Background: an optimization exercise with open tools, aiming at small area, a short achievable clock period and few clock cycles. Do not read the settings as production practice. Function was checked by simulation only, so behaviour that the tests miss may differ from the original. No activity file was given, so power comes from the tool's default toggle rates.

**flow/flow/run.sh**
```bash
#!/bin/bash
# Standard ORFS flow, with the ports buffered by buf_1 cells and the clock
# tree built without dummy loads.
export BUFFER_PORTS_ARGS="-buffer_cell sky130_fd_sc_hd__buf_1"
export CTS_ARGS="-sink_clustering_enable -repair_clock_nets -dont_use_dummy_load"
bash standard.sh > standard.log 2>&1
```
**flow/standard.sh**
```bash
#!/bin/bash
# synth_recipe.tcl (not shown) runs the flow's synth.tcl, then flattens the netlist and writes it again
# the make line also repeats each setting of config.mk as NAME=value (left out here)
make -C /OpenROAD-flow-scripts/flow DESIGN_CONFIG=/design/flow/config.mk WORK_HOME=/design/flow/orfs CLKGATE_MAP_FILE= SYNTH_SCRIPT=/design/flow/synth_recipe.tcl "${@:-finish}"
```
**flow/config.mk**
```make
export PLATFORM = sky130hd
export DESIGN_NAME = sctp_enc
export DESIGN_NICKNAME = sctp_enc
export VERILOG_FILES = /design/flow/design.v
export SDC_FILE = /design/flow/constraint.sdc
export NUM_CORES = 4
export LEC_CHECK = 0
export CAP_MARGIN = 20
export CORE_MARGIN = 2
export CORE_UTILIZATION = 40
export SETUP_SLACK_MARGIN = 2.2
export SLEW_MARGIN = 20
```
**flow/constraint.sdc**
```tcl
create_clock -name core_clock -period 4.5 [get_ports {clk}]
set_input_delay 0.9000 -clock core_clock [delete_from_list [all_inputs] [get_ports {clk}]]
set_output_delay 0.9000 -clock core_clock [all_outputs]
set_load 0.01 [all_outputs]
```
**flow/design.v**
```verilog
module sctp_enc (
    input  wire        clk,
    input  wire        rst,
    input  wire        cmd_valid,
    output wire        cmd_ready,
    input  wire [3:0]  cmd_op,
    input  wire [63:0] cmd_arg,
    input  wire [3:0]  cmd_cnt,
    input  wire        cmd_last,
    output wire        out_valid,
    input  wire        out_ready,
    output wire [63:0] out_data,
    output wire [3:0]  out_cnt,
    output wire        out_last,
    output wire        out_fault
);
    reg [143:0] A;           
    reg [4:0]   k;           
    reg         last_pend;   
    reg         fault_pend;  
    reg         faulted;     
    reg         ev;          
    reg  [87:0] eS;          
    reg         e_leb;       
    reg  [3:0]  enb;         
    reg         elast;       
    reg         efault;      
    reg         ov;          
    reg         ol;          
    reg         rfree;       
    reg         rtake;       
    reg         rx;          
    reg  [2:0]  off;         
    assign out_valid = ov;
    assign out_last  = ol;
    assign out_cnt   = {!ol | k[3], k[2:0] & {3{ol}}};
    assign out_data  = A[63:0];
    assign out_fault = fault_pend;
    wire take = ov && out_ready;
    wire merge = ev && (rfree || (rtake && out_ready));
    assign cmd_ready = rx || (rtake && out_ready);
    wire accept = cmd_valid && cmd_ready;
    wire [3:0]  op = cmd_op;
    wire [63:0] a  = cmd_arg;
    wire big      = (a[63:4] != 60'd0) || (a[3:0] == 4'hF);    
    wire is_data  = (op == 4'd14);
    wire is_sleb  = (op == 4'd9);
    wire leb_op   = (op == 4'd8) || is_sleb || (op == 4'd13);
    wire is_fix   = !op[3] || (op[3:1] == 3'b101);
    wire bad_short = (op == 4'd12) && (a[7:4] != 4'd0);
    reg [8:0] cu, cs;
    integer m;
    always @(*) begin
        for (m = 0; m < 9; m = m + 1) begin
            cu[m] = |(a >> (7*m + 7));
            cs[m] = a[63] ? !(&(a >> (7*m + 6) | ~({64{1'b1}} >> (7*m + 6))))
                          : |(a >> (7*m + 6));
        end
    end
    wire [8:0] c = is_sleb ? cs : cu;
    reg [3:0] hi;
    always @(*) begin
        if (op == 4'd12 || (op == 4'd13 && !big)) hi = a[3:0];
        else if (op == 4'd13)                     hi = 4'hF;
        else                                      hi = 4'h0;
    end
    reg [87:0] S;
    integer i;
    always @(*) begin
        S[7:0] = is_data ? a[7:0] : {hi, op};
        for (i = 1; i < 9; i = i + 1) begin
            if (leb_op)                S[8*i +: 8] = {c[i-1], a[7*(i-1) +: 7]};
            else if (is_data && i < 8) S[8*i +: 8] = a[8*i +: 8];
            else                       S[8*i +: 8] = a[8*(i-1) +: 8];
        end
        S[79:72] = {c[8], a[62:56]};
        S[87:80] = {1'b0, {6{is_sleb & a[63]}}, a[63]};
    end
    wire leb = !faulted && ((op == 4'd8) || is_sleb || (op == 4'd13 && big));
    reg [3:0] nb;
    always @(*) begin
        if (faulted || bad_short)  nb = 4'd0;
        else if (is_data)          nb = cmd_cnt[3] ? 4'd8 : cmd_cnt;
        else if (is_fix) begin
            case ({op[3], op[2:0]})
                4'b0000, 4'b0001: nb = 4'd2;
                4'b0010, 4'b0011: nb = 4'd3;
                4'b0100, 4'b0101,
                4'b1010:          nb = 4'd5;
                default:          nb = 4'd9;
            endcase
        end else                   nb = 4'd1;
    end
    wire [8:0] ec = {eS[79], eS[71], eS[63], eS[55], eS[47], eS[39], eS[31], eS[23], eS[15]};
    wire [3:0] ecnt = {ec[7], ec[3] & !ec[7], (ec[1] & !ec[3]) | (ec[5] & !ec[7]),
                       (ec[0] & !ec[1]) | (ec[2] & !ec[3]) | (ec[4] & !ec[5]) | (ec[6] & !ec[7]) | ec[8]};
    wire [3:0] en = e_leb ? ecnt + 4'd2 : enb;
    wire [95:0]  sh1 = off[0] ? {eS, eS[7:0]}   : {eS[87:80], eS};
    wire [111:0] sh2 = off[1] ? {sh1, sh1[15:0]} : {sh1[95:80], sh1};
    wire [143:0] sh  = off[2] ? {sh2, sh2[31:0]} : {sh2[111:80], sh2};
    reg [4:0] nk;
    reg       nlp, nev;
    always @(*) begin
        nk  = k;
        nlp = last_pend;
        nev = cmd_ready ? cmd_valid : ev;
        if (merge) begin
            nk  = {2'b00, off} + {1'b0, en};
            nlp = elast;
        end else if (take) begin
            if (ol) begin
                nk  = 5'd0;
                nlp = 1'b0;
            end else begin
                nk  = k - 5'd8;
            end
        end
    end
    wire nle8 = !nk[4] && (!nk[3] || nk[2:0] == 3'd0);
    integer j;
    always @(posedge clk) begin
        for (j = 0; j < 18; j = j + 1) begin
            if (merge && j >= off)
                A[8*j +: 8] <= sh[8*j +: 8];
            else if (take && j < 10)
                A[8*j +: 8] <= A[8*j + 64 +: 8];
        end
        if (merge && elast)
            fault_pend <= efault;
        if (cmd_ready) begin
            eS     <= S;
            e_leb  <= leb;
            enb    <= nb;
            elast  <= cmd_last;
            efault <= faulted || bad_short;
        end
        if (rst) begin
            k         <= 5'd0;
            last_pend <= 1'b0;
            faulted   <= 1'b0;
            ev        <= 1'b0;
            ov        <= 1'b0;
            ol        <= 1'b0;
            rfree     <= 1'b1;
            rtake     <= 1'b0;
            rx        <= 1'b1;
            off       <= 3'd0;
        end else begin
            if (accept)
                faulted <= !cmd_last && (faulted || bad_short);
            ev        <= nev;
            k         <= nk;
            last_pend <= nlp;
            ov        <= nk[4] || nk[3] || nlp;
            ol        <= nlp && nle8;
            rfree     <= !nlp && !nk[4] && !nk[3];
            rtake     <= (!nlp && !nk[4] && nk[3]) || (nlp && nle8);
            rx        <= !nev || (!nlp && !nk[4] && !nk[3]);
            off       <= nlp ? 3'd0 : nk[2:0];
        end
    end
endmodule
```
==> summary.txt, run 1 <==
Detailed routing
  • DR pass1 iterations: 5
  • Wire per inst: 21.2 um
  • DR vias/cell: between 5 and 6
  • Via count: 10462
  • Routed Antenna Nets: 0
  • DRT Wirelength: between 30000 and 40000 um
  • # DRC: 0
  • DRT iter0 DRCs: about 1200

Floorplan
  • Chip width: 189 um
  • Die Footprint: about 0.036 mm^2
  • I/O pin cnt: between 100 and 150
  • Initial Utilization: 0.406
  • Rows: 67
  • Die Ht: 189 um
  • Core area: 0.0335 mm^2

Global routing
  • Initial antenna violation count: 0
  • Grt total ovfl: 0
  • Vias in the first global route: between 9000 and 10000
  • First-pass GRT wire length: approximately 60000 um
  • Pin count of the biggest net entering global routing: 58
  • Total track usage: 0.218

Placed design
  • Post-Place Cell Area: about 0.014 mm^2
  • Buffers on Ports: ~150
  • Final HPWL DP: ~30000 um
  • Place WS: 1250 ps
  • GPL Wtd Cong: approximately 0.90

Layout
  • Fin nets: 1520
  • Final core utilization: 0.462
  • Share of cells above drive strength 1: 0.143
  • ANT cells: 0
  • Area growth, synth to finish: 13.6%
  • Fillers: between 3000 and 4000
  • Final instance area: 0.0155 mm^2

Worst setup path
  • CP Launch Type: register
  • Endpoint class of the critical path: register
  • Required time worst endpoint: between 4000 and 5000 ps
  • Critical path class: register to register
  • CP Max Fanout: 4
  • Worst r2r path cells: 10
  • R2r startpoint: eS[55]
  • Critical Path AT: just under 3000 ps
  • CP startpoint: eS[55]

Clock tree
  • Clk sink count: 244
  • CTS tree: built
  • Root Driver: clkbuf_16
  • Clock buffer depth: 3
  • CTS Buf Count: 26
  • CTS Hold Bufs: 0
  • Reg clk slew, reported paths: ~60 ps
  • Clock H-tree levels: 1
  • Worst-Skew Late Latency: between 500 and 600 ps

Hold path
  • Hold Startpoint: efault
  • Hold WC Path Type: register to register
  • Hold path cells: 0

Logic synthesis
  • Part of the Yosys area used for sequential elements: 0.526
  • Synth Register Bits: approximately 240
  • Post-synth top area cell: edfxtp_1
  • Synth async-reset ratio: 0
  • Netlist cell types: 67
  • Mean Syn Cell Area: between 9 and 10 um^2
  • Ys Warns: 10
  • Top-area cell type share of the netlist area: 0.503
  • Cells after synthesis: around 1400
  • Synth Cell Area: between 0.01 and 0.015 mm^2
  • Ys flop type: edfxtp_1
  • EDFF count, synth: between 200 and 250
  • Synthesized net count: 1447
  • Top post-synthesis cells by area: edfxtp_1, nand2_1, mux2i_1

Power and ir drop
  • Power Dens Cells: ~550 mW/mm^2
  • Overall Power: 0.00859 W
  • P_leak: 5.89 nW
  • Peak VDD IR: between 0.0002 and 0.0003 V

STA
  • Final setup violation count: 0
  • RSZ-0062 raised after global routing: yes
  • Fin crit period: 2540 ps
  • Setup Skew: about 20 ps
  • Max Clk Rate: 393 MHz
  • Final worst slack: around 2000 ps
  • Final Slew Violations: 0
  • Worst-Margin Slew: approximately 800 ps
  • Post-Route Setup TNS: 0 ps
  • Fin crit share: 0.565
  • Final Hold Violating Endpoints: 0
  • Worst slew margin: 0.470

Flow run
  • Max Cap Violations: 0

Status
  • Status: timing/DRC/antenna clean
[cell usage in the layout, fill, tap and decap left out, types with 9 or more instances in the layout]
cell type / synthesis / layout
a22oi_1: 15 / 13
buf_6: 0 / 11
mux2i_1: 91 / 91
buf_1: 17 / 125
inv_1: 17 / 11
clkbuf_16: 0 / 26
a31oi_1: 46 / 46
edfxtp_1: 228 / 228
nand3_1: 13 / 12
mux2_2: 42 / 41
o21ai_1: 27 / 30
nor2_1: 136 / 128
mux2_4: 0 / 9
o21ai_0: 54 / 48
nand4_1: 11 / 11
dfxtp_1: 16 / 13
nor3_1: 17 / 15
a21oi_1: 96 / 95
nand2_1: 275 / 270
buf_4: 64 / 31
clkbuf_2: 0 / 9
[per-stage QoR]
stage / hold WS [ps] / std cells
5_1_grt: 435 / 1882
3_3_place_gp: 410 / 1833
4_1_cts: 425 / 1875
6_report: 422 / 1882
3_5_place_dp: 428 / 1833
2_1_floorplan: 400 / 1363
[final timing paths]
check	end	slack, ps
worst min register to register	fault_pend	420
worst max register to register	rtake	1960
worst max-delay path	rtake	1960
worst min-delay path	fault_pend	420
[kinds of logic (layout without fill, tap and decap cells)]
logic type               count (synthesis)  count (layout)  synth area share
AO/OA/AOI/OAI                          283             284             0.122
XOR/XNOR                                 5               5           0.00321
adder cells (fa/ha/maj)                  7               7           0.00698
buffers and inverters                  165             235            0.0649
flip-flops                             244             244             0.526
multiplexers                           144             144             0.113
AND/OR/NAND/NOR                        515             515             0.164
[critical path: stages (launching register included)]
cell and delay [ps]:
edfxtp_1 430, inv_1 90, a222oi_1 460, a31oi_1 170, ha_2 210, a21o_1 190
a21oi_2 130, xor2_1 210, a22oi_2 140, a211o_1 340, a21oi_1 120
[layer usage]
| metal | vias to the layer above | part of all wire | global-route usage |
|---|---|---|---|
| met3 | 74 | 0.075 | 0.0264 |
| met4 | 0 | 0.037 | 0.0751 |
| met5 | - | 0 | 0 |
| li1 | 5022 | - | - |
| met2 | 469 | 0.44 | 0.332 |
| met1 | 4897 | 0.45 | 0.321 |
[where the power goes]
group	leakage, nW	switching (W)	internal (W)
logic	3.17	0.00197	0.00105
registers	2.39	0.000369	0.00342
clock network	0.320	0.000786	0.00101
total	5.89	0.00312	0.00547
[state kept, by name, summed over array words and instances, names as in the netlist]
register and flops:
A 74, eS 82, e_leb 1, efault 1, elast 1, enb 4, ev 1, fault_pend 1
faulted 1, k 5, last_pend 1, off 3, ol 1, out_data 64, ov 1, rfree 1
rtake 1, rx 1
[layout make-up]
class / instances / area (um^2) / share of cell area
multi-input combinational: 955 / 5980 / 0.387
tap: 448 / 561 / 0.0362
timing repair buffer: 188 / 1020 / 0.0659
clock buffer: 26 / 651 / 0.0420
sequential: 244 / 7170 / 0.463
inverter: 21 / 93.8 / 0.00606
[cell usage after synthesis, types with 6 or more instances]
cell type  number
buf_4          64
edfxtp_1      228
nor4_1         10
clkbuf_1       43
a22oi_1        15
nor2b_1         7
inv_1          17
nand2b_1        6
and2_1          8
ha_1            6
o21a_1          7
and3_1          7
a211oi_1        7
nand2_1       275
buf_1          17
nand3_1        13
mux2_2         42
nand4_1        11
dfxtp_1        16
nor3_1         17
o21ai_0        54
a21oi_1        96
mux2_1          8
o21ai_1        27
nor2_1        136
buf_2          20
a31oi_1        46
mux2i_1        91
[timing repair]
item                                    CTS  global route
endpoints found under the setup margin  197           156
buffers inserted                         16             6
pin swaps                                21            17
gates resized for setup                  40            49
gates cloned                              0             1
Testbench counts, summed over its fixed seeds: cycles 15,241.
==> inputs of run 2 (changes only) <==
--- a/flow/config.mk
+++ b/flow/config.mk
@@ -10,3 +10,3 @@
 export CORE_UTILIZATION = 40
-export SETUP_SLACK_MARGIN = 2.2
+export SETUP_SLACK_MARGIN = 2.0
 export SLEW_MARGIN = 20
==> summary.txt, run 2 <==
Global routing
  • Most Crowded Layer GR: met2
  • GR met3 Demand/Resource: 0.0225 (-0.00391)
  • Initial antenna violation count: 0 (unchanged)
  • Grt total ovfl: 0 (unchanged)
  • Pin count of the biggest net entering global routing: 61 (+5.2%)
  • Total track usage: 0.217 (-0.000475)
  • Vias in the first global route: 9670 (-0.89%)
  • First-pass GRT wire length: 59500 um (-0.24%)
  • Met2 usage: 0.332 (+0.000566)
  • Met1 Use GR: 0.328 (+0.00668)

Layout
  • Register area: 0.00717 mm^2 (about the same)
  • Final instance area: 0.0152 mm^2 (-2.0%)
  • Most common cell after layout, fill and taps aside: nand2_1
  • Non-filler instance count after layout: 1874 (-0.43%)
  • Top reg by flops: eS
  • ANT cells: 0 (unchanged)
  • Multi-input logic area: 0.00581 mm^2 (-2.8%)
  • Fin nets: 1512 (-0.53%)
  • Number of flip-flops under the largest register name: 82 (unchanged)
  • Fillers: 3247 (+2.9%)
  • Share of cells above drive strength 1: 0.110 (-0.0329)
  • Final core utilization: 0.453 (-0.00925)
  • Most frequent cells in the layout: nand2_1, edfxtp_1, buf_1, nor2_1, a21oi_1
  • Area growth, synth to finish: 11.4%

Logic synthesis
  • Ys Warns: 10 (unchanged)
  • Top-area cell type share of the netlist area: 0.503 (unchanged)
  • Synthesized net count: 1447 (unchanged)
  • Post-synth top area cell: edfxtp_1
  • Commonest cells in the netlist: nand2_1, edfxtp_1, nor2_1
  • Netlist cell types: 67 (unchanged)
  • Synth async-reset ratio: 0 (unchanged)
  • Ys flop type: edfxtp_1
  • Synth Cell Area: 0.0136 mm^2 (unchanged)
  • Most numerous cell in the Yosys netlist: nand2_1
  • EDFF count, synth: 228 (unchanged)
  • Part of the Yosys area used for sequential elements: 0.526 (unchanged)
  • Top post-synthesis cells by area: edfxtp_1, nand2_1, mux2i_1
  • Cells after synthesis: 1363 (unchanged)
  • Synth Register Bits: 244 (unchanged)
  • Mean Syn Cell Area: 10.0 um^2 (unchanged)

Floorplan
  • Chip width: 189 um (unchanged)
  • I/O pin cnt: 149 (unchanged)
  • Initial Utilization: 0.406 (unchanged)
  • Core area: 0.0335 mm^2 (unchanged)
  • Die Ht: 189 um (unchanged)
  • Rows: 67 (unchanged)
  • Die Footprint: 0.0356 mm^2 (unchanged)

Detailed routing
  • DR vias/cell: 5.54 (-0.31%)
  • Wire per inst: 21.0 um (-1.2%)
  • # DRC: 0 (unchanged)
  • DRT Wirelength: 39300 um (-1.6%)
  • Via count: 10385 (-0.74%)
  • Routed Antenna Nets: 0 (unchanged)
  • DR pass1 iterations: 6 (+1)
  • DRT iter0 DRCs: 1191 (+0.85%)

Worst setup path
  • Critical Path AT: 2930 ps (-50 ps)
  • FF-to-FF End: rfree
  • Setup crit end: rfree
  • R2r startpoint: eS[39]
  • CP Launch Type: register
  • Critical Path Max Stage Delay: 420 ps (-40 ps)
  • Worst r2r path cells: 11 (+1)
  • Worst path cell trace: inv_2 -> a22oi_2 -> inv_1 -> ha_1 -> mux2_4 -> ha_4 -> nor2b_1 -> o21ai_1 -> o2bb2ai_2 -> nor4bb_4 -> or2_1
  • R2R Setup Slk: 1970 ps (+20 ps)
  • Critical path class: register to register
  • CP startpoint: eS[39]
  • Slowest CP cell: edfxtp_1
  • Endpoint class of the critical path: register
  • CP Max Fanout: 4 (unchanged)
  • Required time worst endpoint: 4910 ps (-30 ps)

Power and ir drop
  • P_leak: 5.73 nW (-2.7%)
  • Power Dens Cells: 558 mW/mm^2 (+0.52%)
  • Peak VDD IR: 0.000278 V (+1.8%)

STA
  • Final setup violation count: 0 (unchanged)
  • RSZ-0062 raised after global routing: yes
  • Worst slew margin: 0.441 (-0.0297)
  • Final Slew Violations: 0 (unchanged)
  • Post-Route Setup TNS: 0 ps (unchanged)
  • Fin crit share: 0.561 (-0.00366)
  • Setup Skew: 25.4 ps (+5.74 ps)
  • Max Clk Rate: 396 MHz (+0.65%)
  • Final Hold Violating Endpoints: 0 (unchanged)
  • Worst-Margin Slew: 828 ps (+33.7 ps)
  • Fin crit period: 2530 ps (-16.4 ps)

Placed design
  • GPL Wtd Cong: 0.907 (+0.61%)
  • Final HPWL DP: 29600 um (+0.33%)
  • Placed cells: 1834 (+0.055%)
  • Post-Place Cell Area: 0.0142 mm^2 (-1.3%)
  • Buffers on Ports: 148 (unchanged)

Clock tree
  • CTS tree: built
  • CTS Buf Count: 26 (unchanged)
  • Clk sink count: 244 (unchanged)
  • Clock buffer depth: 3 (unchanged)
  • Worst-Skew Late Latency: 530 ps (about the same)
  • Root Driver: clkbuf_16
  • Clock H-tree levels: 1 (unchanged)
  • Reg clk slew, reported paths: 60 ps (about the same)
  • CTS Hold Bufs: 0 (unchanged)

Hold path
  • Hold WC Path Type: register to register

Flow run
  • Max Cap Violations: 0 (unchanged)

Status
  • Status: timing/DRC/antenna clean
[run 2: changes by cell type in the layout (fill, tap and decap cells not counted), sizes merged]
cell and delta:
clkbuf -7, o21ai -1
[run 2: worst min path at each step]
stage	endpoint	cells past startpoint	slack, ps	start
after floorplan	fault_pend	0	400	efault
after global placement	fault_pend	0	400	efault
after detailed placement	fault_pend	0	410	efault
after CTS	fault_pend	0	430	efault
after global routing	fault_pend	0	450	efault
final	fault_pend	0	420	efault
[run 2: per-layer routing]
metal  vias to the layer above  share of wire
li1                       5001              -
met1                      4845           0.46
met2                       472           0.44
met3                        67          0.075
met4                         0          0.026
met5                         -              0
[run 2: repair_timing]
item                                    in CTS  in global routing
pin swaps                                    3                 11
endpoints found under the setup margin      86                133
gates resized for setup                     19                 39
setup buffers                                7                  7
[run 2: where the power goes]
part | internal [W] | switching (W) | leakage [nW] | total (W)
clock | 0.00101 | 0.000785 | 0.320 | 0.00179
sequential | 0.00342 | 0.000357 | 2.39 | 0.00377
combinational | 0.000983 | 0.00191 | 3.02 | 0.00290
total | 0.00541 | 0.00306 | 5.73 | 0.00846
[run 2: cells by family (layout without fill, tap and decap cells)]
group / count (synthesis) / in the layout / synth area share
compound gates: 283 / 283 / 0.122
xor+xnor: 5 / 5 / 0.00321
buf+inv: 165 / 228 / 0.0649
mux: 144 / 144 / 0.113
flops: 244 / 244 / 0.526
simple gates: 515 / 515 / 0.164
fa+ha+maj: 7 / 7 / 0.00698
[run 2: per-stage QoR]
step                setup WS (ps)  total power, W  hold WS [ps]
floorplan                    1360         0.00579           400
global placement             1270         0.00653           402
detailed placement           1240         0.00657           410
CTS                          1990         0.00844           429
global route                 1820         0.00891           445
finish                       1970         0.00846           422
[run 2: area by class of cell]
cell class	count	share of cell area
Multi-Input combinational cell	954	0.383
Sequential cell	244	0.473
Timing Repair Buffer	181	0.0587
Clock buffer	26	0.0429
Tap cell	448	0.0369
Inverter	21	0.00561
[run 2: worst max-delay path, delay by kind of cell, from the launching register on]
family | cells | cell delay, ps
compound gates | 3 | 590
fa+ha+maj | 2 | 550
simple gates | 3 | 440
flops | 1 | 420
mux | 1 | 280
buf+inv | 2 | 130
==> inputs of run 3 (changes only) <==
==> flow/flow/run.sh (replaced) <==
#!/bin/bash
# Standard ORFS flow, with the ports buffered by buf_1 cells and the clock
# tree built without dummy loads.
export BUFFER_PORTS_ARGS="-buffer_cell sky130_fd_sc_hd__buf_1"
export CTS_ARGS="-sink_clustering_enable -repair_clock_nets -dont_use_dummy_load -sink_clustering_size 28 -sink_clustering_max_diameter 70"
bash standard.sh > standard.log 2>&1
==> summary.txt, run 3 <==
Global routing
  • Pin count of the biggest net entering global routing: 61 (unchanged)
  • Vias in the first global route: 9560 (-1.1%)
  • First-pass GRT wire length: 59300 um (-0.30%)
  • Initial antenna violation count: 0 (unchanged)
  • Total track usage: 0.217 (about the same)
  • Grt total ovfl: 0 (unchanged)

Logic synthesis
  • Mean Syn Cell Area: 10.0 um^2 (unchanged)
  • EDFF count, synth: 228 (unchanged)
  • Netlist cell types: 67 (unchanged)
  • Synth Cell Area: 0.0136 mm^2 (unchanged)
  • Cells after synthesis: 1363 (unchanged)
  • Top-area cell type share of the netlist area: 0.503 (unchanged)
  • Top post-synthesis cells by area: edfxtp_1, nand2_1, mux2i_1
  • Post-synthesis mux area share: 0.113 (unchanged)
  • Ys flop type: edfxtp_1
  • Synth Register Bits: 244 (unchanged)
  • Most numerous cell in the Yosys netlist: nand2_1
  • Part of the Yosys area used for sequential elements: 0.526 (unchanged)
  • Commonest cells in the netlist: nand2_1, edfxtp_1, nor2_1
  • Compound-Gate Fraction of Synth Area: 0.122 (unchanged)
  • Main combinational cell family by area after synthesis: simple AND/OR/NAND/NOR gates
  • Synthesized net count: 1447 (unchanged)
  • Synth async-reset ratio: 0 (unchanged)
  • Ys Warns: 10 (unchanged)
  • Area share of fa/ha/maj cells after synthesis: 0.00698 (unchanged)
  • Post-synth top area cell: edfxtp_1
  • Post-synthesis xor/xnor area fraction: 0.00321 (unchanged)
  • Synth Area in Simple Gates: 0.164 (unchanged)

Worst setup path
  • Worst r2r path cells: 10 (-1)
  • R2r startpoint: eS[55]
  • Critical Path AT: 2890 ps (-40 ps)
  • R2R Setup Slk: 1980 ps (about the same)
  • FF-to-FF End: rfree
  • CP Max Fanout: 4 (unchanged)
  • Endpoint class of the critical path: register
  • CP Launch Type: register
  • Critical path class: register to register
  • Required time worst endpoint: 4870 ps (-40 ps)

Layout
  • Most common cell after layout, fill and taps aside: nand2_1
  • Share of cells above drive strength 1: 0.114 (+0.00344)
  • Most frequent cells in the layout: nand2_1, edfxtp_1, buf_1, nor2_1, a21oi_1
  • Non-filler instance count after layout: 1866 (-0.43%)
  • Top reg by flops: eS
  • Fillers: 3264 (+0.52%)
  • ANT cells: 0 (unchanged)
  • Fin nets: 1504 (-0.53%)
  • Number of flip-flops under the largest register name: 82 (unchanged)
  • Area growth, synth to finish: 10.3%

STA
  • Worst-Margin Slew: 832 ps (+3.31 ps)
  • Max Clk Rate: 397 MHz (+0.15%)
  • Fin crit share: 0.560 (-0.000867)
  • Worst slew margin: 0.438 (-0.00224)
  • Setup Skew: 35.9 ps (+10.6 ps)
  • Final hold slack: 429 ps (+6.92 ps)
  • RSZ-0062 raised after global routing: yes
  • Final setup violation count: 0 (unchanged)
  • Final Hold Violating Endpoints: 0 (unchanged)
  • Fin crit period: 2520 ps (-3.90 ps)
  • Final Slew Violations: 0 (unchanged)
  • Post-Route Setup TNS: 0 ps (unchanged)

Floorplan
  • Core area: 0.0335 mm^2 (unchanged)
  • Die Ht: 189 um (unchanged)
  • Initial Utilization: 0.406 (unchanged)
  • Rows: 67 (unchanged)
  • Chip width: 189 um (unchanged)
  • Die Footprint: 0.0356 mm^2 (unchanged)
  • I/O pin cnt: 149 (unchanged)

Detailed routing
  • Routed Antenna Nets: 0 (unchanged)
  • # DRC: 0 (unchanged)
  • DRT iter0 DRCs: 1192 (+0.084%)
  • DR pass1 iterations: 6 (unchanged)
  • DR vias/cell: 5.52 (-0.43%)
  • Via count: 10296 (-0.86%)
  • Wire per inst: 21.0 um (+0.25%)
  • DRT Wirelength: 39200 um (-0.17%)

Clock tree
  • Clk sink count: 244 (unchanged)
  • Worst-Skew Late Latency: 510 ps (-20 ps)
  • Root Driver: clkbuf_16
  • Reg clk slew, reported paths: 90 ps (+30 ps)
  • CTS Buf Count: 17 (-35%)
  • CTS Hold Bufs: 0 (unchanged)
  • Clock H-tree levels: 1 (unchanged)
  • Clock buffer depth: 3 (unchanged)
  • CTS tree: built

Hold path
  • Hold WC Path Type: register to register
  • Hold path cells: 0 (unchanged)
  • Hold endpoint: fault_pend
  • Hold Startpoint: efault

Power and ir drop
  • Peak VDD IR: 0.000227 V (-18%)
  • Part of the power in registers: 0.468 (+0.022)
  • Logic gate share of total power: 0.359 (+0.017)
  • Switch Pwr: 0.00299 W (-2.3%)
  • Power Dens Cells: 536 mW/mm^2 (-3.9%)
  • P_leak: 5.67 nW (-1.0%)
  • Net Sw Frac: 0.371 (+0.00956)
  • Int Pwr: 0.00507 W (-6.2%)
  • Clock power frac: 0.173 (-0.039)

Placed design
  • Buffers on Ports: 148 (unchanged)
  • GPL Wtd Cong: 0.907 (unchanged)
  • Placed cells: 1834 (unchanged)
  • Final HPWL DP: 29600 um (unchanged)

Flow run
  • Max Cap Violations: 0 (unchanged)

Status
  • Status: timing/DRC/antenna clean
## run 3: worst max path at each step
stage | from | end | slack [ps]
after floorplan | out_ready | cmd_ready | 1360
after global placement | cmd_op[3] | eS[39] | 1270
after detailed placement | out_ready | out_data[20] | 1240
after CTS | cmd_arg[46] | eS[6] | 2000
after global routing | eS[55] | rx | 1830
final | eS[55] | rfree | 1980
## run 3: cell type report
class	count	area, um^2	share of cell area
clock buffers	17	425	0.0283
multi-input cells	954	5840	0.389
well taps	448	561	0.0373
inverters	21	85.1	0.00566
repair buffers	182	950	0.0632
flip-flops and latches	244	7170	0.477
## run 3: per-layer routing
metal	vias to the layer above	track usage	part of all wire
met3	56	0.0237	0.081
met5	-	0	0
met2	459	0.330	0.44
met4	0	0.0568	0.026
met1	4804	0.330	0.46
li1	4977	-	-
## run 3: power groups by stage
stage          Clock, W  Combinational [W]  Sequential [W]
2_1_floorplan         0            0.00217         0.00362
3_3_place_gp          0            0.00268         0.00386
3_5_place_dp          0            0.00271         0.00386
4_1_cts         0.00142            0.00283         0.00378
5_1_grt         0.00150            0.00318         0.00383
6_report        0.00139            0.00290         0.00377
## run 3: timing repair
action / 4_1_cts / 5_1_grt
setup endpoints to repair: 100 / 99
pin swaps: 4 / 17
buffers inserted: 9 / 6
resized for setup: 20 / 74
## run 3: kinds of logic after synthesis
logic type,Yosys count
buffers and inverters,165
xor gates and xnor gates,5
DFF,244
adders and majority gates,7
AOI/OAI and AO/OA,283
muxes,144
and+or+nand+nor,515
## run 3: worst max-delay path, stage by stage, from the launching register on
cell and delay (ps):
edfxtp_1 480, a22oi_2 220, inv_1 60, ha_1 260, mux2_4 280, ha_4 230, a21oi_2 130, xor2_1 210
a22oi_2 130, nor4bb_4 200, or2_1 210
## run 3: metrics by stage
| stage | area [um^2] | worst slack [ps] | total power, W | util |
|---|---|---|---|---|
| after CTS | 14800 | 2000 | 0.00803 | 0.440 |
| after detailed placement | 14200 | 1240 | 0.00657 | 0.423 |
| after global routing | 15000 | 1830 | 0.00851 | 0.448 |
| after global placement | 14200 | 1270 | 0.00653 | 0.423 |
| after floorplan | 13700 | 1360 | 0.00579 | - |
| final | 15000 | 1980 | 0.00806 | 0.448 |
==> inputs of run 4 (changes only) <==
--- a/flow/config.mk
+++ b/flow/config.mk
@@ -10,3 +10,3 @@
 export CORE_UTILIZATION = 40
-export SETUP_SLACK_MARGIN = 2.0
+export SETUP_SLACK_MARGIN = 1.8
 export SLEW_MARGIN = 20
==> summary.txt, run 4 <==
Worst setup path
  • Worst r2r path cells: 6 (-4)
  • Critical Path AT: 2810 ps (-80 ps)
  • CP Launch Type: register
  • Required time worst endpoint: 4700 ps (-170 ps)
  • CP Max Fanout: 59 (+55)
  • Critical path class: register to register
  • Endpoint class of the critical path: register

STA
  • RSZ-0062 raised after global routing: yes
  • Worst slew margin: 0.402 (-0.0366)
  • Fin crit period: 2610 ps (+83.7 ps)
  • Final Hold Violating Endpoints: 0 (unchanged)
  • Max Clk Rate: 384 MHz (-3.2%)
  • Setup Skew: 56.7 ps (+20.7 ps)
  • Fin crit share: 0.579 (+0.0186)
  • Final Slew Violations: 0 (unchanged)
  • Final setup violation count: 0 (unchanged)
  • Worst-Margin Slew: 886 ps (+54.1 ps)
  • Final hold slack: 432 ps (+2.35 ps)
  • Post-Route Setup TNS: 0 ps (unchanged)

Clock tree
  • Root Driver: clkbuf_16
  • Clock buffer depth: 3 (unchanged)
  • CTS tree: built
  • CTS Buf Count: 16 (-1)
  • Clk sink count: 244 (unchanged)
  • Reg clk slew, reported paths: 100 ps (about the same)
  • Worst-Skew Late Latency: 520 ps (about the same)
  • Clock H-tree levels: 1 (unchanged)

Global routing
  • Met2 usage: 0.338 (+0.00721)
  • Total track usage: 0.217 (about the same)
  • Initial antenna violation count: 0 (unchanged)
  • Pin count of the biggest net entering global routing: 75 (+23%)
  • First-pass GRT wire length: 59300 um (about the same)
  • Vias in the first global route: 9718 (+1.7%)
  • GR met3 Demand/Resource: 0.0272 (+0.00354)
  • Most Crowded Layer GR: met2
  • Met1 Use GR: 0.322 (-0.00786)
  • Grt total ovfl: 0 (unchanged)

Power and ir drop
  • Peak VDD IR: 0.000227 V (-0.34%)
  • P_leak: 5.50 nW (-3.1%)
  • Overall Power: 0.00797 W (-1.1%)
  • Power Dens Cells: 542 mW/mm^2 (+1.1%)

Floorplan
  • I/O pin cnt: 149 (unchanged)
  • Die Ht: 189 um (unchanged)
  • Initial Utilization: 0.406 (unchanged)
  • Core area: 0.0335 mm^2 (unchanged)
  • Die Footprint: 0.0356 mm^2 (unchanged)
  • Chip width: 189 um (unchanged)
  • Rows: 67 (unchanged)

Detailed routing
  • # DRC: 0 (unchanged)
  • DRT Wirelength: 39000 um (-0.58%)
  • DRT iter0 DRCs: 1174 (-1.5%)
  • DR vias/cell: 5.62 (+1.8%)
  • Routed Antenna Nets: 0 (unchanged)
  • Via count: 10441 (+1.4%)
  • Wire per inst: 21.0 um (-0.15%)
  • DR pass1 iterations: 6 (unchanged)

Logic synthesis
  • Top-area cell type share of the netlist area: 0.503 (unchanged)
  • Post-synth top area cell: edfxtp_1
  • Post-synthesis xor/xnor area fraction: 0.00321 (unchanged)
  • Synth Register Bits: 244 (unchanged)
  • Compound-Gate Fraction of Synth Area: 0.122 (unchanged)
  • Top post-synthesis cells by area: edfxtp_1, nand2_1, mux2i_1
  • Part of the Yosys area used for sequential elements: 0.526 (unchanged)
  • Synth Cell Area: 0.0136 mm^2 (unchanged)
  • Synth async-reset ratio: 0 (unchanged)
  • Synth Area in Simple Gates: 0.164 (unchanged)
  • Main combinational cell family by area after synthesis: simple AND/OR/NAND/NOR gates
  • EDFF count, synth: 228 (unchanged)
  • Ys flop type: edfxtp_1
  • Netlist cell types: 67 (unchanged)
  • Commonest cells in the netlist: nand2_1, edfxtp_1, nor2_1
  • Mean Syn Cell Area: 10.0 um^2 (unchanged)
  • Ys Warns: 10 (unchanged)
  • Post-synthesis mux area share: 0.113 (unchanged)
  • Most numerous cell in the Yosys netlist: nand2_1
  • Synthesized net count: 1447 (unchanged)
  • Cells after synthesis: 1363 (unchanged)
  • Area share of fa/ha/maj cells after synthesis: 0.00698 (unchanged)

Placed design
  • Placed cells: 1835 (+0.055%)
  • GPL Wtd Cong: 0.888 (-2.1%)
  • Final HPWL DP: 29400 um (-0.88%)
  • Buffers on Ports: 148 (unchanged)

Layout
  • Top reg by flops: eS
  • Number of flip-flops under the largest register name: 82 (unchanged)
  • Final core utilization: 0.438 (-0.00989)
  • Non-filler instance count after layout: 1858 (-0.43%)
  • Share of cells above drive strength 1: 0.0858 (-0.0277)
  • Area growth, synth to finish: 7.91%
  • ANT cells: 0 (unchanged)
  • Most frequent cells in the layout: nand2_1, edfxtp_1, buf_1, nor2_1, a21oi_1
  • Fin nets: 1496 (-0.53%)
  • Most common cell after layout, fill and taps aside: nand2_1

Flow run
  • Max Cap Violations: 0 (unchanged)

Hold path
  • Hold WC Path Type: register to register
  • Hold path cells: 0 (unchanged)

Status
  • Status: timing/DRC/antenna clean
-- run 4: cell counts after synthesis --
No cell type changed its count.
-- run 4: repair_timing --
| item | in CTS | in global routing |
|---|---|---|
| endpoints found under the setup margin | 63 | 50 |
| setup buffers | 4 | 3 |
| pin swaps | 2 | 3 |
| hold buffers | 0 | 0 |
| resized for setup | 9 | 10 |
-- run 4: report_power, final --
group	leakage [nW]	switching, W	internal, W
Clock	0.197	0.000722	0.000635
Sequential	2.39	0.000375	0.00341
Combinational	2.91	0.00188	0.000947
-- run 4: per-stage QoR --
step / setup slack, ps / instance area, um^2
global placement: 1300 / 14100
floorplan: 1360 / 13700
detailed placement: 1270 / 14100
finish: 1890 / 14700
CTS: 1830 / 14600
global route: 1790 / 14700
-- run 4: cell type report --
cell class	count	area (um^2)
clock buffers	16	400
fillers	3237	18800
inverters	21	83.8
multi-input cells	954	5710
flip-flops and latches	244	7170
well taps	448	561
repair buffers	175	774
-- run 4: path summary, 6_finish.rpt --
path               start    endpoint  slack, ps
hold reg to reg   efault  fault_pend        430
hold / removal    efault  fault_pend        430
setup / recovery  off[1]       A[67]       1890
setup reg to reg  off[1]       A[67]       1890
-- run 4: cell families after synthesis --
logic type,Yosys count
flip-flops,244
AND/OR/NAND/NOR,515
multiplexers,144
adder cells (fa/ha/maj),7
XOR/XNOR,5
buffers and inverters,165
AO/OA/AOI/OAI,283
-- run 4: routing by layer --
layer  up-vias  wire length [um]
li1       4969                 -
met3        56              3260
met5         -                 0
met4         0               981
met2       537             17400
met1      4879             17400
-- run 4: critical path: stages, from the launching register on --
cell	delay (ps)
dfxtp_2	750
inv_2	240
buf_4	380
o21ai_0	570
nor2_1	80
a21oi_1	120
o21ai_0	110
==> inputs of run 5 (changes only) <==
--- a/flow/design.v
+++ b/flow/design.v
@@ -129,3 +129,3 @@
             fault_pend <= efault;
-        if (cmd_ready) begin
+        if (!ev || merge) begin
             eS     <= S;
==> summary.txt, run 5 <==
Status
  • Status: timing/DRC/antenna clean

Placed design
  • GPL Wtd Cong: 0.918 (+3.4%)
  • Final HPWL DP: 29900 um (+1.7%)
  • Buffers on Ports: 148 (unchanged)

Power and ir drop
  • Power Dens Cells: 432 mW/mm^2 (-20%)
  • Part of the power in registers: 0.512 (+0.037)
  • Net Sw Frac: 0.332 (-0.0414)
  • Int Pwr: 0.00428 W (-14%)
  • Logic gate share of total power: 0.284 (-0.071)
  • P_leak: 5.20 nW (-5.4%)
  • Clock power frac: 0.203 (+0.033)
  • Peak VDD IR: 0.000226 V (about the same)
  • Switch Pwr: 0.00213 W (-29%)

Logic synthesis
  • Commonest cells in the netlist: nand2_1, edfxtp_1, nor2_1
  • Synth async-reset ratio: 0 (unchanged)
  • Most numerous cell in the Yosys netlist: nand2_1
  • Ys Warns: 10 (unchanged)
  • EDFF count, synth: 228 (unchanged)
  • Mean Syn Cell Area: 10.4 um^2 (+3.7%)
  • Top-area cell type share of the netlist area: 0.496 (-0.00692)
  • Synth Cell Area: 0.0138 mm^2 (+1.4%)
  • Post-synth top area cell: edfxtp_1
  • Synth Register Bits: 244 (unchanged)
  • Cells after synthesis: 1333 (-2.2%)
  • Part of the Yosys area used for sequential elements: 0.519 (-0.00724)
  • Netlist cell types: 61 (-9.0%)
  • Synthesized net count: 1417 (-2.1%)
  • Top post-synthesis cells by area: edfxtp_1, nand2_1, mux2_2
  • Ys flop type: edfxtp_1

Clock tree
  • Root Driver: clkbuf_16
  • Clock H-tree levels: 1 (unchanged)
  • CTS Buf Count: 15 (-1)
  • CTS tree: built
  • Clk sink count: 244 (unchanged)
  • Worst-Skew Late Latency: 500 ps (-20 ps)
  • Reg clk slew, reported paths: 90 ps (about the same)
  • Clock buffer depth: 3 (unchanged)

Detailed routing
  • # DRC: 0 (unchanged)
  • Wire per inst: 21.7 um (+3.7%)
  • Routed Antenna Nets: 0 (unchanged)
  • DR pass1 iterations: 5 (-1)
  • Via count: 10381 (-0.57%)
  • DR vias/cell: 5.69 (+1.2%)
  • DRT iter0 DRCs: 1187 (+1.1%)
  • DRT Wirelength: 39700 um (+1.8%)

Floorplan
  • Die Footprint: 0.0360 mm^2 (+1.4%)
  • Rows: 68 (+1.5%)
  • I/O pin cnt: 149 (unchanged)
  • Die Ht: 190 um (+0.68%)
  • Chip width: 190 um (+0.68%)
  • Core area: 0.0343 mm^2 (+2.3%)
  • Initial Utilization: 0.403 (-0.00341)

Layout
  • ANT cells: 0 (unchanged)
  • Top reg by flops: eS
  • Share of cells above drive strength 1: 0.110 (+0.0244)
  • Most common cell after layout, fill and taps aside: nand2_1
  • Fin nets: 1456 (-2.7%)
  • Most frequent cells in the layout: nand2_1, edfxtp_1, buf_1, nor2_1, a21oi_1
  • Fillers: 3298 (+1.9%)
  • Number of flip-flops under the largest register name: 82 (unchanged)
  • Area growth, synth to finish: 7.31%

Global routing
  • First-pass GRT wire length: 59900 um (+0.91%)
  • Pin count of the biggest net entering global routing: 69 (-8.0%)
  • Initial antenna violation count: 0 (unchanged)
  • Total track usage: 0.218 (+0.000320)
  • Grt total ovfl: 0 (unchanged)
  • Vias in the first global route: 9526 (-2.0%)

Worst setup path
  • Required time worst endpoint: 4890 ps (+190 ps)
  • R2R Setup Slk: 1780 ps (-120 ps)
  • Critical Path Max Stage Delay: 520 ps (-230 ps)
  • Critical Path AT: 3110 ps (+300 ps)
  • FF-to-FF End: rtake
  • Worst r2r path cells: 11 (+5)
  • R2r startpoint: eS[39]
  • Worst path cell trace: inv_1 -> a22oi_1 -> inv_1 -> ha_1 -> mux2_2 -> ha_1 -> xnor2_1 -> nand3_1 -> o2111ai_1 -> and2_1 -> a211oi_1
  • Slowest CP cell: edfxtp_1
  • Critical path class: register to register
  • CP Launch Type: register
  • Endpoint class of the critical path: register
  • CP Max Fanout: 4 (-93%)

STA
  • Worst slew margin: 0.391 (-0.0112)
  • Setup Skew: 35.9 ps (-20.8 ps)
  • Fin crit period: 2720 ps (+118 ps)
  • Final hold slack: 428 ps (-3.29 ps)
  • Final setup violation count: 0 (unchanged)
  • Worst-Margin Slew: 902 ps (+16.6 ps)
  • Post-Route Setup TNS: 0 ps (unchanged)
  • Fin crit share: 0.605 (+0.0262)
  • RSZ-0062 raised after global routing: yes
  • Final Slew Violations: 0 (unchanged)
  • Max Clk Rate: 367 MHz (-4.3%)
  • Final Hold Violating Endpoints: 0 (unchanged)

Flow run
  • Max Cap Violations: 0 (unchanged)

Hold path
  • Hold WC Path Type: register to register
  • Hold Startpoint: efault
  • Hold endpoint: fault_pend
  • Hold path cells: 0 (unchanged)
==> run 5: cell types whose count changed in the layout (fill, tap and decap cells not counted), moves of 9 or more <==
cell and change:
a211oi_1 +13, a22oi_1 -10, mux2_2 +32, mux2i_1 -22, mux4_2 +12, nand2_1 -29, nand3_1 +9, nor2_1 -34
nor2b_1 +10, nor3_1 -9, o21ai_0 +12, o21ai_1 -26
==> run 5: final cells by class <==
class	count	area, um^2	area share
clock buffer	15	375	0.0253
inverter	21	83.8	0.00565
multi-input combinational	920	5850	0.394
sequential	244	7180	0.484
tap	455	569	0.0384
timing repair buffer	170	774	0.0522
==> run 5: worst max-delay path by stage <==
stage,slack [ps],startpoint,cells after the start,to
4_1_cts,1800,out_ready,5,out_data[2]
3_5_place_dp,1210,out_ready,5,out_data[34]
3_3_place_gp,1340,out_ready,7,out_data[18]
2_1_floorplan,1800,out_ready,6,out_data[0]
6_report,1780,eS[39],11,rtake
5_1_grt,1710,eS[39],10,ov
==> run 5: per-stage QoR <==
stage          instances  power, W  setup slack, ps  area, um^2  utilization
6_report            1825   0.00641             1780       14800        0.432
5_1_grt             1825   0.00670             1710       14800        0.432
4_1_cts             1822   0.00640             1800       14800        0.430
3_5_place_dp        1804   0.00509             1210       14300        0.417
3_3_place_gp        1804   0.00506             1340       14300        0.417
2_1_floorplan       1333   0.00457             1800       13800            -
==> run 5: power by group through the flow <==
stage	registers, W	logic (W)	clock network (W)
finish	0.00328	0.00182	0.00130
global route	0.00332	0.00199	0.00139
CTS	0.00329	0.00179	0.00132
detailed placement	0.00337	0.00172	0
global placement	0.00336	0.00170	0
floorplan	0.00319	0.00138	0
==> run 5: routing by layer <==
layer | vias to the layer above | GRT usage | part of all wire
met3 | 61 | 0.0242 | 0.068
met5 | - | 0 | 0
met2 | 432 | 0.343 | 0.45
met1 | 4978 | 0.323 | 0.45
met4 | 0 | 0.0495 | 0.025
li1 | 4910 | - | -
==> run 5: logic make-up after synthesis <==
logic type	count (synthesis)	share of synthesized area
buffers and inverters	169	0.0644
multiplexers	157	0.134
AND/OR/NAND/NOR	477	0.154
XOR/XNOR	4	0.00254
flip-flops	244	0.519
AO/OA/AOI/OAI	275	0.120
adder cells (fa/ha/maj)	7	0.00688
==> run 5: critical path: cells and delay by family, from the launching register on <==
kind                     cells  cell delay, ps
AO/OA/AOI/OAI                3             610
XOR/XNOR                     1             150
adder cells (fa/ha/maj)      2             600
buffers and inverters        2             200
flip-flops                   1             520
multiplexers                 1             280
AND/OR/NAND/NOR              2             290
==> run 5: timing repair <==
| action | in CTS | in global routing |
|---|---|---|
| resized for setup | 5 | 11 |
| pin swaps | 0 | 2 |
| hold buffers | 0 | 0 |
| setup buffers | 3 | 3 |
| setup endpoints to repair | 66 | 87 |
Testbench counts of run 5, summed over its fixed seeds: cycles 15,241.
==> inputs of run 6 (changes only) <==
--- a/flow/config.mk
+++ b/flow/config.mk
@@ -10,3 +10,3 @@
 export CORE_UTILIZATION = 40
-export SETUP_SLACK_MARGIN = 1.8
+export SETUP_SLACK_MARGIN = 2.1
 export SLEW_MARGIN = 20
==> summary.txt, run 6 <==
Detailed routing
  • Wire per inst: 21.7 um (about the same)
  • Met3 wire length: 3360 um (+24%)
  • # DRC: 0 (unchanged)
  • Top sig layer: met4
  • Routed met2 length: 17600 um (-2.4%)
  • Routed Antenna Nets: 0 (unchanged)
  • DR vias/cell: 5.72 (+0.53%)
  • DR pass1 iterations: 5 (unchanged)
  • DRT Wirelength: 40000 um (+0.83%)
  • DRT iter0 DRCs: 1127 (-5.1%)
  • Via count: 10528 (+1.4%)
  • WL met1: 17800 um (-1.2%)

Worst setup path
  • Endpoint class of the critical path: register
  • R2R Setup Slk: 2020 ps (+250 ps)
  • Slowest CP cell: edfxtp_1
  • Setup crit end: ov
  • CP Max Fanout: 6 (+2)
  • Critical Path Max Stage Delay: 450 ps (-70 ps)
  • Most used cell, CP: inv_1
  • Critical path class: register to register
  • CP Launch Type: register
  • Required time worst endpoint: 4870 ps (-20 ps)
  • Worst r2r path cells: 10 (-1)
  • FF-to-FF End: ov
  • R2r startpoint: eS[39]
  • CP startpoint: eS[39]
  • Critical Path AT: 2850 ps (-260 ps)
  • Worst path cell trace: inv_1 -> a22oi_2 -> inv_1 -> ha_1 -> mux2_4 -> ha_4 -> a21oi_4 -> xnor2_2 -> o21ai_4 -> o31a_1

Hold path
  • Hold WC Path Type: register to register
  • Hold Startpoint: efault

STA
  • Worst-Margin Slew: 950 ps (+48.0 ps)
  • Fin crit share: 0.551 (-0.0545)
  • Final hold slack: 421 ps (-7.29 ps)
  • Final setup violation count: 0 (unchanged)
  • Post-Route Setup TNS: 0 ps (unchanged)
  • Setup Skew: 56.8 ps (+20.9 ps)
  • Worst slew margin: 0.358 (-0.0324)
  • Max Clk Rate: 404 MHz (+9.9%)
  • Final Slew Violations: 0 (unchanged)
  • Fin crit period: 2480 ps (-245 ps)
  • RSZ-0062 raised after global routing: yes
  • Final Hold Violating Endpoints: 0 (unchanged)

Flow run
  • Max Cap Violations: 0 (unchanged)

Floorplan
  • Rows: 68 (unchanged)
  • Die Ht: 190 um (unchanged)
  • Die Footprint: 0.0360 mm^2 (unchanged)
  • I/O pin cnt: 149 (unchanged)
  • Initial Utilization: 0.403 (unchanged)
  • Chip width: 190 um (unchanged)
  • Core area: 0.0343 mm^2 (unchanged)

Logic synthesis
  • Ys flop type: edfxtp_1
  • Most numerous cell in the Yosys netlist: nand2_1
  • Top-area cell type share of the netlist area: 0.496 (unchanged)
  • Ys Warns: 10 (unchanged)
  • Cells after synthesis: 1333 (unchanged)
  • Synth async-reset ratio: 0 (unchanged)
  • Synth Cell Area: 0.0138 mm^2 (unchanged)
  • Mean Syn Cell Area: 10.4 um^2 (unchanged)
  • EDFF count, synth: 228 (unchanged)
  • Part of the Yosys area used for sequential elements: 0.519 (unchanged)
  • Post-synth top area cell: edfxtp_1
  • Netlist cell types: 61 (unchanged)
  • Commonest cells in the netlist: nand2_1, edfxtp_1, nor2_1
  • Synthesized net count: 1417 (unchanged)
  • Synth Register Bits: 244 (unchanged)
  • Top post-synthesis cells by area: edfxtp_1, nand2_1, mux2_2

Layout
  • Non-filler instance count after layout: 1841 (+0.88%)
  • Area growth, synth to finish: 10.5%
  • Fillers: 3232 (-2.0%)
  • ANT cells: 0 (unchanged)
  • Most common cell after layout, fill and taps aside: nand2_1
  • Top reg by flops: eS
  • Share of cells above drive strength 1: 0.150 (+0.0399)
  • Most frequent cells in the layout: nand2_1, edfxtp_1, buf_1, nor2_1, a21oi_1
  • Fin nets: 1472 (+1.1%)
  • Final core utilization: 0.445 (+0.0130)
  • Number of flip-flops under the largest register name: 82 (unchanged)

Global routing
  • Initial antenna violation count: 1 (+1)
  • Total track usage: 0.216 (-0.00168)
  • Grt total ovfl: 0 (unchanged)
  • Vias in the first global route: 9490 (-0.38%)
  • Pin count of the biggest net entering global routing: 85 (+23%)
  • First-pass GRT wire length: 59100 um (-1.3%)

Clock tree
  • Root Driver: clkbuf_16
  • Reg clk slew, reported paths: 70 ps (-20 ps)
  • Clock H-tree levels: 1 (unchanged)
  • Clock buffer depth: 3 (unchanged)
  • Clk sink count: 244 (unchanged)
  • Worst-Skew Late Latency: 520 ps (+20 ps)
  • CTS tree: built
  • CTS Buf Count: 16 (+1)

Power and ir drop
  • Overall Power: 0.00655 W (+2.2%)
  • Peak VDD IR: 0.000209 V (-7.6%)
  • Power Dens Cells: 429 mW/mm^2 (-0.78%)
  • P_leak: 5.40 nW (+3.9%)

Placed design
  • Final HPWL DP: 29700 um (-0.76%)
  • Placed cells: 1809 (+0.28%)
  • Buffers on Ports: 148 (unchanged)
  • GPL Wtd Cong: 0.917 (-0.11%)

Status
  • Status: timing/DRC/antenna clean
run 6: cell counts after synthesis:
No cell type changed its count.
run 6: critical path, delay by kind of cell (launching register included):
family,cells,cell delay (ps)
AO/OA/AOI/OAI,4,640
adder cells (fa/ha/maj),2,580
flip-flops,1,450
multiplexers,1,280
XOR/XNOR,1,230
buffers and inverters,2,180
run 6: per-layer routing:
metal  global-route usage  vias up
met2                0.326      544
met5                    0        -
met4               0.0689        0
li1                     -     4944
met3               0.0245       65
met1                0.324     4975
run 6: final cells by class:
class                   instances  area, um^2  share of cell area
clock buffers                  16         400              0.0262
flip-flops and latches        244        7180               0.470
repair buffers                184         956              0.0626
inverters                      21        85.1             0.00557
multi-input cells             921        6080               0.398
well taps                     455         569              0.0373
run 6: logic make-up after synthesis:
| logic type | Yosys count | synth area share |
|---|---|---|
| and+or+nand+nor | 477 | 0.154 |
| buffers and inverters | 169 | 0.0644 |
| muxes | 157 | 0.134 |
| xor gates and xnor gates | 4 | 0.00254 |
| AOI/OAI and AO/OA | 275 | 0.120 |
| adders and majority gates | 7 | 0.00688 |
| DFF | 244 | 0.519 |
run 6: how the worst min path moves through the flow:
stage / depth (start not counted) / endpoint / slack [ps]
after floorplan: 0 / fault_pend / 400
after global placement: 0 / fault_pend / 400
after detailed placement: 0 / fault_pend / 410
after CTS: 0 / fault_pend / 420
after global routing: 0 / fault_pend / 450
final: 0 / fault_pend / 420
run 6: where the power goes:
part / total [W] / internal [W] / leakage (nW) / switching [W]
combinational: 0.00194 / 0.000724 / 2.80 / 0.00122
sequential: 0.00326 / 0.00303 / 2.40 / 0.000233
clock: 0.00134 / 0.000634 / 0.197 / 0.000704
run 6: stage by stage:
stage               instance area [um^2]  setup slack (ps)
global route                       15300              1930
finish                             15300              2020
detailed placement                 14400              1400
global placement                   14400              1450
floorplan                          14000              1870
CTS                                15000              2050
run 6: timing repair:
item,CTS,global route
hold endpoints to repair,0,0
buffers inserted,7,7
hold buffers,0,0
endpoints found under the setup margin,109,112
gates cloned,0,2
resized for setup,40,33
pin swaps,12,19
==> inputs of run 7 (changes only) <==
--- a/flow/config.mk
+++ b/flow/config.mk
@@ -10,3 +10,3 @@
 export CORE_UTILIZATION = 40
-export SETUP_SLACK_MARGIN = 2.1
+export SETUP_SLACK_MARGIN = 1.7
 export SLEW_MARGIN = 20
==> summary.txt, run 7 <==
Status
  • Status: timing/DRC/antenna clean

STA
  • Setup Skew: 32.5 ps (-24.3 ps)
  • Post-Route Setup TNS: 0 ps (unchanged)
  • Fin crit share: 0.588 (+0.0376)
  • Fin crit period: 2650 ps (+169 ps)
  • RSZ-0062 raised after global routing: no
  • Worst-Margin Slew: 1040 ps (+93.0 ps)
  • Final Hold Violating Endpoints: 0 (unchanged)
  • Max Clk Rate: 378 MHz (-6.4%)
  • Worst slew margin: 0.299 (-0.0591)
  • Final setup violation count: 0 (unchanged)
  • Final Slew Violations: 0 (unchanged)

Worst setup path
  • Worst path cell trace: buf_1 -> inv_2 -> ha_2 -> nand3_1 -> or4_4 -> o211a_1 -> a221o_1
  • Slowest CP cell: or4_4
  • Critical Path Max Stage Delay: 600 ps (+150 ps)
  • Critical path class: primary input to register
  • Critical Path AT: 2880 ps (+30 ps)
  • Worst r2r path cells: 11 (+1)
  • CP bufs+invs: 2 (unchanged)
  • CP Launch Type: primary input
  • CP Max Fanout: 12 (+6)
  • WP depth: 7 (-3)
  • Largest delay share family, worst path: simple AND/OR/NAND/NOR gates
  • Required time worst endpoint: 4740 ps (-130 ps)
  • Endpoint class of the critical path: register

Hold path
  • Hold WC Path Type: register to register
  • Hold path cells: 0 (unchanged)

Detailed routing
  • Wire per inst: 21.7 um (-0.20%)
  • DRT iter0 DRCs: 957 (-15%)
  • DR vias/cell: 5.65 (-1.1%)
  • Routed Antenna Nets: 0 (unchanged)
  • Via count: 10320 (-2.0%)
  • DRT Wirelength: 39600 um (-1.1%)
  • # DRC: 0 (unchanged)
  • DR pass1 iterations: 6 (+1)

Power and ir drop
  • P_leak: 5.18 nW (-4.2%)
  • Peak VDD IR: 0.000191 V (-8.8%)
  • Power Dens Cells: 429 mW/mm^2 (about the same)

Layout
  • Share of cells above drive strength 1: 0.108 (-0.0420)
  • Fin nets: 1456 (-1.1%)
  • ANT cells: 0 (unchanged)
  • Most frequent cells in the layout: nand2_1, edfxtp_1, buf_1, nor2_1, a21oi_1
  • Top reg by flops: eS
  • Number of flip-flops under the largest register name: 82 (unchanged)
  • Area growth, synth to finish: 6.61%
  • Most common cell after layout, fill and taps aside: nand2_1
  • Non-filler instance count after layout: 1825 (-0.87%)
  • Fillers: 3321 (+2.8%)

Flow run
  • Max Cap Violations: 0 (unchanged)

Logic synthesis
  • Synth async-reset ratio: 0 (unchanged)
  • EDFF count, synth: 228 (unchanged)
  • Most numerous cell in the Yosys netlist: nand2_1
  • Synth Register Bits: 244 (unchanged)
  • Post-synth top area cell: edfxtp_1
  • Synth Cell Area: 0.0138 mm^2 (unchanged)
  • Ys flop type: edfxtp_1
  • Synthesized net count: 1417 (unchanged)
  • Mean Syn Cell Area: 10.4 um^2 (unchanged)
  • Commonest cells in the netlist: nand2_1, edfxtp_1, nor2_1
  • Cells after synthesis: 1333 (unchanged)
  • Part of the Yosys area used for sequential elements: 0.519 (unchanged)
  • Top post-synthesis cells by area: edfxtp_1, nand2_1, mux2_2
  • Top-area cell type share of the netlist area: 0.496 (unchanged)
  • Ys Warns: 10 (unchanged)
  • Netlist cell types: 61 (unchanged)

Clock tree
  • CTS tree: built
  • Clock buffer depth: 3 (unchanged)
  • CTS Hold Bufs: 0 (unchanged)
  • Root Driver: clkbuf_16
  • Clk sink count: 244 (unchanged)
  • Clock H-tree levels: 1 (unchanged)
  • Reg clk slew, reported paths: 80 ps (about the same)
  • Worst-Skew Late Latency: 490 ps (-30 ps)
  • CTS Buf Count: 14 (-2)

Placed design
  • Final HPWL DP: 30200 um (+1.8%)
  • Buffers on Ports: 148 (unchanged)
  • GPL Wtd Cong: 0.900 (-1.9%)
  • Placed cells: 1808 (-0.055%)

Floorplan
  • Die Ht: 190 um (unchanged)
  • Core area: 0.0343 mm^2 (unchanged)
  • Rows: 68 (unchanged)
  • I/O pin cnt: 149 (unchanged)
  • Die Footprint: 0.0360 mm^2 (unchanged)
  • Chip width: 190 um (unchanged)
  • Initial Utilization: 0.403 (unchanged)

Global routing
  • Initial antenna violation count: 0 (-1)
  • Vias in the first global route: 9415 (-0.79%)
  • Total track usage: 0.215 (-0.000589)
  • Grt total ovfl: 0 (unchanged)
  • First-pass GRT wire length: 58900 um (-0.34%)
  • Pin count of the biggest net entering global routing: 68 (-20%)
## run 7: cell counts after synthesis
No cell type changed its count.
## run 7: worst paths after layout
path | slack (ps) | start | end
worst min-delay path | 430 | efault | fault_pend
worst min register to register | 430 | efault | fault_pend
worst max register to register | 1850 | eS[71] | rtake
worst max-delay path | 1850 | cmd_arg[63] | eS[4]
## run 7: power by group
| part | leakage, nW | internal, W | switching (W) |
|---|---|---|---|
| logic | 2.61 | 0.000631 | 0.00116 |
| registers | 2.40 | 0.00303 | 0.000251 |
| clock network | 0.173 | 0.000559 | 0.000685 |
## run 7: layer usage
metal / part of all wire / track usage
met2: 0.45 / 0.336
met4: 0.031 / 0.0647
met5: 0 / 0
met3: 0.069 / 0.0223
met1: 0.45 / 0.317
## run 7: worst reg2reg max path, cell delays in order (launching register included)
cell and delay (ps):
edfxtp_1 500, inv_1 90, a22oi_1 210, inv_1 70, ha_1 270, mux2_2 280, ha_1 320, xnor2_1 140
nand3_1 100, o2111ai_1 120, and2_1 190, a211oi_1 240
## run 7: final cells by class
type,count,area (um^2),area share
Clock buffer,14,350,0.0238
Timing Repair Buffer,171,741,0.0503
Multi-Input combinational cell,920,5810,0.395
Inverter,21,78.8,0.00535
Sequential cell,244,7180,0.487
Tap cell,455,569,0.0387
## run 7: per-stage QoR
| step | total power [W] | setup slack (ps) | hold slack [ps] | utilization | cell area, um^2 |
|---|---|---|---|---|---|
| 6_report | 0.00631 | 1850 | 430 | 0.430 | 14700 |
| 5_1_grt | 0.00662 | 1720 | 436 | 0.430 | 14700 |
| 4_1_cts | 0.00631 | 1730 | 436 | 0.427 | 14700 |
| 3_5_place_dp | 0.00509 | 1210 | 416 | 0.417 | 14300 |
| 3_3_place_gp | 0.00506 | 1270 | 410 | 0.417 | 14300 |
| 2_1_floorplan | 0.00457 | 1730 | 400 | - | 13800 |
## run 7: kinds of logic (layout without fill, tap and decap cells)
logic type | after synthesis | after routing | share of synthesized area
mux | 157 | 157 | 0.134
xor+xnor | 4 | 4 | 0.00254
compound gates | 275 | 275 | 0.120
simple gates | 477 | 477 | 0.154
buf+inv | 169 | 206 | 0.0644
fa+ha+maj | 7 | 7 | 0.00688
flops | 244 | 244 | 0.519
## run 7: what timing repair did
action / 4_1_cts / 5_1_grt
gates resized for setup: 1 / 8
endpoints found under the setup margin: 6 / 78
buffers inserted: 0 / 3
pin swaps: 0 / 0
==> inputs of run 8 (changes only) <==
--- a/flow/config.mk
+++ b/flow/config.mk
@@ -10,3 +10,3 @@
 export CORE_UTILIZATION = 40
-export SETUP_SLACK_MARGIN = 1.7
+export SETUP_SLACK_MARGIN = 2.0
 export SLEW_MARGIN = 20
==> summary.txt, run 8 <==
Worst setup path
  • Worst r2r path cells: 10 (-1)
  • Critical Path AT: 2780 ps (-100 ps)
  • CP Max Fanout: 47 (+35)
  • CP Launch Type: primary input
  • R2R Setup Slk: 2020 ps (+170 ps)
  • FF-to-FF End: rtake
  • Slowest CP cell: and4b_4
  • Critical Path Max Stage Delay: 760 ps (+160 ps)
  • Required time worst endpoint: 4790 ps (+50 ps)
  • R2r startpoint: eS[55]
  • Worst path cell trace: buf_1 -> and4b_4 -> nand2_1 -> a31oi_1
  • Endpoint class of the critical path: register

Floorplan
  • Chip width: 190 um (unchanged)
  • Die Ht: 190 um (unchanged)
  • Initial Utilization: 0.403 (unchanged)
  • Die Footprint: 0.0360 mm^2 (unchanged)
  • I/O pin cnt: 149 (unchanged)
  • Rows: 68 (unchanged)
  • Core area: 0.0343 mm^2 (unchanged)

Layout
  • Fillers: 3250 (-2.1%)
  • Number of flip-flops under the largest register name: 82 (unchanged)
  • Share of cells above drive strength 1: 0.140 (+0.0323)
  • ANT cells: 0 (unchanged)
  • Top reg by flops: eS
  • Register area: 0.00718 mm^2 (about the same)
  • Fin nets: 1476 (+1.4%)
  • Most frequent cells in the layout: nand2_1, edfxtp_1, buf_1, nor2_1, a21oi_1
  • Multi-input logic area: 0.00601 mm^2 (+3.4%)
  • Most common cell after layout, fill and taps aside: nand2_1
  • Area growth, synth to finish: 9.98%

Power and ir drop
  • Power Dens Cells: 435 mW/mm^2 (+1.5%)
  • Logic gate share of total power: 0.292 (+0.009)
  • Net Sw Frac: 0.331 (about the same)
  • Switch Pwr: 0.00219 W (+4.6%)
  • Part of the power in registers: 0.497 (-0.023)
  • Int Pwr: 0.00442 W (+4.7%)
  • Clock power frac: 0.211 (+0.014)
  • P_leak: 5.35 nW (+3.4%)
  • Peak VDD IR: 0.000203 V (+6.1%)

STA
  • Fin crit share: 0.554 (-0.0345)
  • Setup Skew: 39.2 ps (+6.71 ps)
  • Max Clk Rate: 401 MHz (+6.2%)
  • Final Hold Violating Endpoints: 0 (unchanged)
  • Post-Route Setup TNS: 0 ps (unchanged)
  • Final worst slack: 2010 ps (+155 ps)
  • RSZ-0062 raised after global routing: yes
  • Worst slew margin: 0.421 (+0.122)
  • Fin crit period: 2490 ps (-155 ps)
  • Final setup violation count: 0 (unchanged)
  • Worst-Margin Slew: 858 ps (-186 ps)

Clock tree
  • Worst-Skew Late Latency: 510 ps (+20 ps)
  • Clk sink count: 244 (unchanged)
  • CTS Hold Bufs: 0 (unchanged)
  • Root Driver: clkbuf_16
  • Clock H-tree levels: 1 (unchanged)
  • Reg clk slew, reported paths: 100 ps (+20 ps)
  • CTS tree: built
  • Clock buffer depth: 3 (unchanged)
  • CTS Buf Count: 17 (+3)

Detailed routing
  • DR pass1 iterations: 5 (-1)
  • DRT iter0 DRCs: 1171 (+22%)
  • Routed Antenna Nets: 0 (unchanged)
  • # DRC: 0 (unchanged)
  • Via count: 10639 (+3.1%)
  • Wire per inst: 22.0 um (+1.2%)
  • DRT Wirelength: 40500 um (+2.3%)
  • DR vias/cell: 5.77 (+2.0%)

Global routing
  • Vias in the first global route: 9536 (+1.3%)
  • Grt total ovfl: 0 (unchanged)
  • Total track usage: 0.215 (-0.000254)
  • Pin count of the biggest net entering global routing: 85 (+25%)
  • Most Crowded Layer GR: met1
  • Initial antenna violation count: 0 (unchanged)
  • First-pass GRT wire length: 59200 um (+0.42%)
  • Met2 usage: 0.325 (-0.0112)
  • Met1 Use GR: 0.327 (+0.00981)

Hold path
  • Hold Startpoint: efault
  • Hold path cells: 0 (unchanged)
  • Hold WC Path Type: register to register
  • Hold endpoint: fault_pend

Logic synthesis
  • Most numerous cell in the Yosys netlist: nand2_1
  • Commonest cells in the netlist: nand2_1, edfxtp_1, nor2_1
  • Ys flop type: edfxtp_1
  • Cells after synthesis: 1333 (unchanged)
  • Netlist cell types: 61 (unchanged)
  • Synthesized net count: 1417 (unchanged)
  • Top-area cell type share of the netlist area: 0.496 (unchanged)
  • Mean Syn Cell Area: 10.4 um^2 (unchanged)
  • EDFF count, synth: 228 (unchanged)
  • Synth async-reset ratio: 0 (unchanged)
  • Synth Register Bits: 244 (unchanged)
  • Post-synth top area cell: edfxtp_1
  • Part of the Yosys area used for sequential elements: 0.519 (unchanged)
  • Synth Cell Area: 0.0138 mm^2 (unchanged)
  • Ys Warns: 10 (unchanged)
  • Top post-synthesis cells by area: edfxtp_1, nand2_1, mux2_2

Flow run
  • Max Cap Violations: 0 (unchanged)

Status
  • Status: timing/DRC/antenna clean

Placed design
  • Final HPWL DP: 29700 um (-1.6%)
  • Place WS: 1370 ps (+155 ps)
  • Buffers on Ports: 148 (unchanged)
  • GPL Wtd Cong: 0.925 (+2.7%)
[run 8: routing by layer]
layer	share of wire	vias to the layer above
li1	-	4943
met1	0.45	5089
met2	0.44	553
met3	0.087	54
met4	0.026	0
met5	0	-
[run 8: through the flow]
step	total power (W)	instances	hold WS, ps	instance area [um^2]	utilization
CTS	0.00651	1831	401	14900	0.435
global route	0.00690	1845	422	15200	0.443
detailed placement	0.00511	1805	405	14400	0.419
floorplan	0.00458	1333	400	13900	-
global placement	0.00507	1805	404	14400	0.419
finish	0.00661	1845	399	15200	0.443
[run 8: timing repair]
action,4_1_cts,5_1_grt
setup buffers,9,12
gates resized for setup,14,29
setup endpoints to repair,117,82
cloned,0,2
endpoints found under the hold margin,0,0
pin swaps,5,18
[run 8: critical path, delay by kind of cell]
family / cells / cell delay [ps]
simple gates: 2 / 960
buf+inv: 1 / 530
compound gates: 1 / 370
[run 8: logic make-up after synthesis]
kind of cell | share of synthesized area
AND/OR/NAND/NOR | 0.154
buffers and inverters | 0.0644
adder cells (fa/ha/maj) | 0.00688
flip-flops | 0.519
AO/OA/AOI/OAI | 0.120
XOR/XNOR | 0.00254
multiplexers | 0.134
[run 8: how the worst max path moves through the flow]
| stage | cells past startpoint | startpoint | slack [ps] | endpoint |
|---|---|---|---|---|
| CTS | 10 | eS[55] | 2000 | rtake |
| detailed placement | 5 | out_ready | 1370 | A[66] |
| finish | 4 | cmd_op[2] | 2010 | eS[52] |
| global placement | 5 | out_ready | 1430 | A[66] |
| global route | 9 | eS[23] | 1890 | ol |
| floorplan | 6 | cmd_arg[46] | 1870 | eS[4] |
[run 8: power groups by stage]
stage	Combinational, W	Clock [W]	Sequential [W]
after detailed placement	0.00175	0	0.00336
after global routing	0.00209	0.00149	0.00332
after CTS	0.00181	0.00141	0.00329
final	0.00193	0.00139	0.00328
after global placement	0.00172	0	0.00335
after floorplan	0.00140	0	0.00318
[run 8: layout make-up]
class,instances,share of cell area
multi-input cells,921,0.396
repair buffers,187,0.0608
flip-flops and latches,244,0.472
well taps,455,0.0375
clock buffers,17,0.0280
inverters,21,0.00576
